This is an optimization exercise on Yosys and OpenROAD, whose aim is small area, a short achievable clock period and few clock cycles per item, not a production implementation. Function was checked by simulation only, so behaviour that the tests miss may differ from the original. Power figures rest on the tool's default switching activity, not on a simulated workload.

==> flow/design.v (excerpt) <==
module hamming_codec (
    input  wire         clk,
    input  wire         rst,         
    input  wire         in_valid,
    output wire         in_ready,
    input  wire         in_op,       
    input  wire [3:0]   in_r,        
    input  wire [254:0] in_word,
    output reg          out_valid,
    input  wire         out_ready,
    output wire [254:0] out_word,
    output reg          out_err      
);
    wire dec = in_op;
    reg  [8:2] sel;                  
    always @(*) begin
        sel = 7'd0;
        case (in_r)
            4'd2: sel[2] = 1'b1;
            4'd3: sel[3] = 1'b1;
            4'd4: sel[4] = 1'b1;
            4'd5: sel[5] = 1'b1;
            4'd6: sel[6] = 1'b1;
            4'd7: sel[7] = 1'b1;
            4'd8: sel[8] = 1'b1;
            default: ;
        endcase
    end
    wire bad_r = ~|sel;
    wire [1:0] p2;
    wire [2:0] p3;
    wire [3:0] p4;
    wire [4:0] p5;
    wire [5:0] p6;
    wire [6:0] p7;
    wire [7:0] p8;
    assign p2[1] = ^(in_word & 255'h1);
    assign p2[0] = ^(in_word & 255'h1);
    assign p3[2] = ^(in_word & 255'h7);
    assign p3[1] = ^(in_word & 255'hb);
    assign p3[0] = ^(in_word & 255'hd);
    assign p4[3] = ^(in_word & 255'hef);
    assign p4[2] = ^(in_word & 255'h337);
    assign p4[1] = ^(in_word & 255'h55b);
    assign p4[0] = ^(in_word & 255'h69d);
    assign p5[4] = ^(in_word & 255'hf0fdf);
    assign p5[3] = ^(in_word & 255'h7171ef);
    assign p5[2] = ^(in_word & 255'h192b677);
  ...
For scale: ~2200 cells after synthesis, about 520 I/O pins, roughly 23000 um^2 of cells after synthesis.
clock: 8.0 ns
lec_check: 0
abc_clock_period_in_ps: 3000
cap_margin: 20
core_margin: 2
core_utilization: 35
place_density: 0.55
setup_slack_margin: 3.0
slew_margin: 20
standard.sh (not shown) runs the stock make flow with config.mk's settings and CLKGATE_MAP_FILE= SYNTH_SCRIPT=/design/flow/synth_recipe.tcl, a recipe that flattens the netlist after the stock synthesis.
==> flow/flow/run.sh <==
#!/bin/bash
# The standard layout, with every port buffered by a plain buffer
# (sky130_fd_sc_hd__buf_2) instead of the default delay-cell buffer.
set -e
export BUFFER_PORTS_ARGS="-buffer_cell sky130_fd_sc_hd__buf_2"
bash standard.sh > standard.log 2>&1
Testbench counts at the start, summed over its fixed seeds: cycles 12,008, items 12,000.
Rerun with:
==> flow/run.sh (new file) <==
#!/bin/bash
# synth_recipe.tcl (not shown) runs the flow's synth.tcl, then flattens the netlist and writes it again
# the make line also repeats each setting of config.mk as NAME=value (left out here)
make -C /OpenROAD-flow-scripts/flow DESIGN_CONFIG=/design/flow/config.mk WORK_HOME=/design/flow/orfs CLKGATE_MAP_FILE= SYNTH_SCRIPT=/design/flow/synth_recipe.tcl finish
- ABC_CLOCK_PERIOD_IN_PS: 3000 -> 2500
- CORE_UTILIZATION: 35 -> 50
- PLACE_DENSITY: 0.55 -> 0.65
removed: flow/flow/run.sh
removed: flow/standard.sh
The new run finished clean.
Synthesized area does not change.
Total power is higher by 0.84%.
Final area went up by 8.7%.
Combinational power goes up by 4.6%.
Non-clock buffer count rose by 1.
Global-route usage is higher by 9.8 points.
Fmax falls by 4.5%.

Setup of quartz:
hamming_codec, a different RTL version from the one above (not shown whole).
For scale: roughly 2200 cells after synthesis, about 270 flip-flops, ~23000 µm² of cells after synthesis.
export LEC_CHECK = 0
export CAP_MARGIN = 20
export CORE_MARGIN = 2
export CORE_UTILIZATION = 45
export PLACE_DENSITY = 0.7
export SETUP_SLACK_MARGIN = 3.5
export SLEW_MARGIN = 20
create_clock -name core_clock -period 8.0 [get_ports {clk}]
==> flow/flow/run.sh <==
#!/bin/bash
# The standard layout, with every port buffered by the smallest plain buffer
# (sky130_fd_sc_hd__buf_1) instead of the default delay-cell buffer; timing
# repair resizes the ones on critical paths.
set -e
export BUFFER_PORTS_ARGS="-buffer_cell sky130_fd_sc_hd__buf_1"
bash standard.sh > standard.log 2>&1
Testbench counts of quartz, summed over its fixed seeds: cycles 12,008, items 12,000.
[inputs] sierra vs quartz
- swapping 0.7 for 0.55 in PLACE_DENSITY
- swapping 3.5 for 3.0 in SETUP_SLACK_MARGIN
- swapping 45 for 35 in CORE_UTILIZATION
Results
quartz ended up with out_word[58] as its termination of the worst setup path; sierra ended up with out_word[30].
Delta (sierra minus quartz): post-layout minimum cycle time higher, clock latency reported for the late side of the worst-skew pair lower, setup slack lower, total power density per cell area higher.
Cells: sierra has more instances than quartz
A origin of the worst setup path of s_q[1] is what quartz shows, while s_q[2] belongs to sierra.
| non-clock buffer count | higher: quartz |
Starting density of the core came out lower on sierra than on quartz.
Number of rows created at floorplan: sierra vs quartz up 11
The core of sierra is less densely filled than that of quartz.
> inputs changed (sierra -> lagoon)
- CORE_UTILIZATION now 55, was 35
- SETUP_SLACK_MARGIN now 4.0, was 3.0
- PLACE_DENSITY now 0.8, was 0.55
Notes after the runs:
- lagoon | ERROR | 5_1_grt
- Taking sierra as the reference, in lagoon routability-driven placement congestion ratio up 11%, starting density of the core up 20 points, flop and latch count out of synthesis flat, level count of the clock H-tree down 1.
- Summary of lagoon over sierra: setup slack at placement went up, number of CTS-inserted buffers went down.
The following lists how garnet was set up differently from lagoon:
- CORE_UTILIZATION changed from 55 to 50
- PLACE_DENSITY changed from 0.8 to 0.75
- SETUP_SLACK_MARGIN changed from 4.0 to 3.5
==> run notes <==
garnet completed every stage of the flow, and the final layout passed the timing, design-rule and antenna checks.
Comparing garnet and lagoon, the higher global placement routability congestion is on lagoon.
In garnet, the total instance count after detailed placement came out 73 above the value in lagoon.
lagoon -> garnet: netlist area before placement delta 0, exact match
| post-synthesis net count | lagoon vs garnet | ≈ equal |

==> separate check: timing with driven ports <==
No port has a modelled driver above. Below, the same layouts with a new extraction and two added sets of constraints.
Step 1 sets driving cells, clkbuf_16 on the clock port and buf_2 on the other inputs (assumed; they add their load-dependent delay and slew).
Step 2 moves the port delays by t, midway between the first and last clock arrival at a register: inputs arrive t later, outputs are due t later. That takes back most of the time a late clock gives input paths.
Three values: ideal, step 1, step 2; two values: the first two.
run	t (ns)	slack for setup (ns)	worst slew at a driven data input, ns	pins driven straight from the clock port
the first run of note 1	0.626	3.042 / 2.982 / 2.750	0.13	1
the second run of note 1	0.643	2.811 / 2.756 / 2.331	0.11	1
quartz	0.638	3.403 / 3.349 / 2.801	0.15	1
sierra	0.607	2.848 / 2.787 / 2.405	0.14	1
garnet	0.608	3.360 / 3.306 / 2.839	0.15	1
After both steps setup and hold are still met in every run listed. For quartz, which loses most, drivers alone change the setup slack by -0.054 ns; drivers and shift together by -0.602 ns.
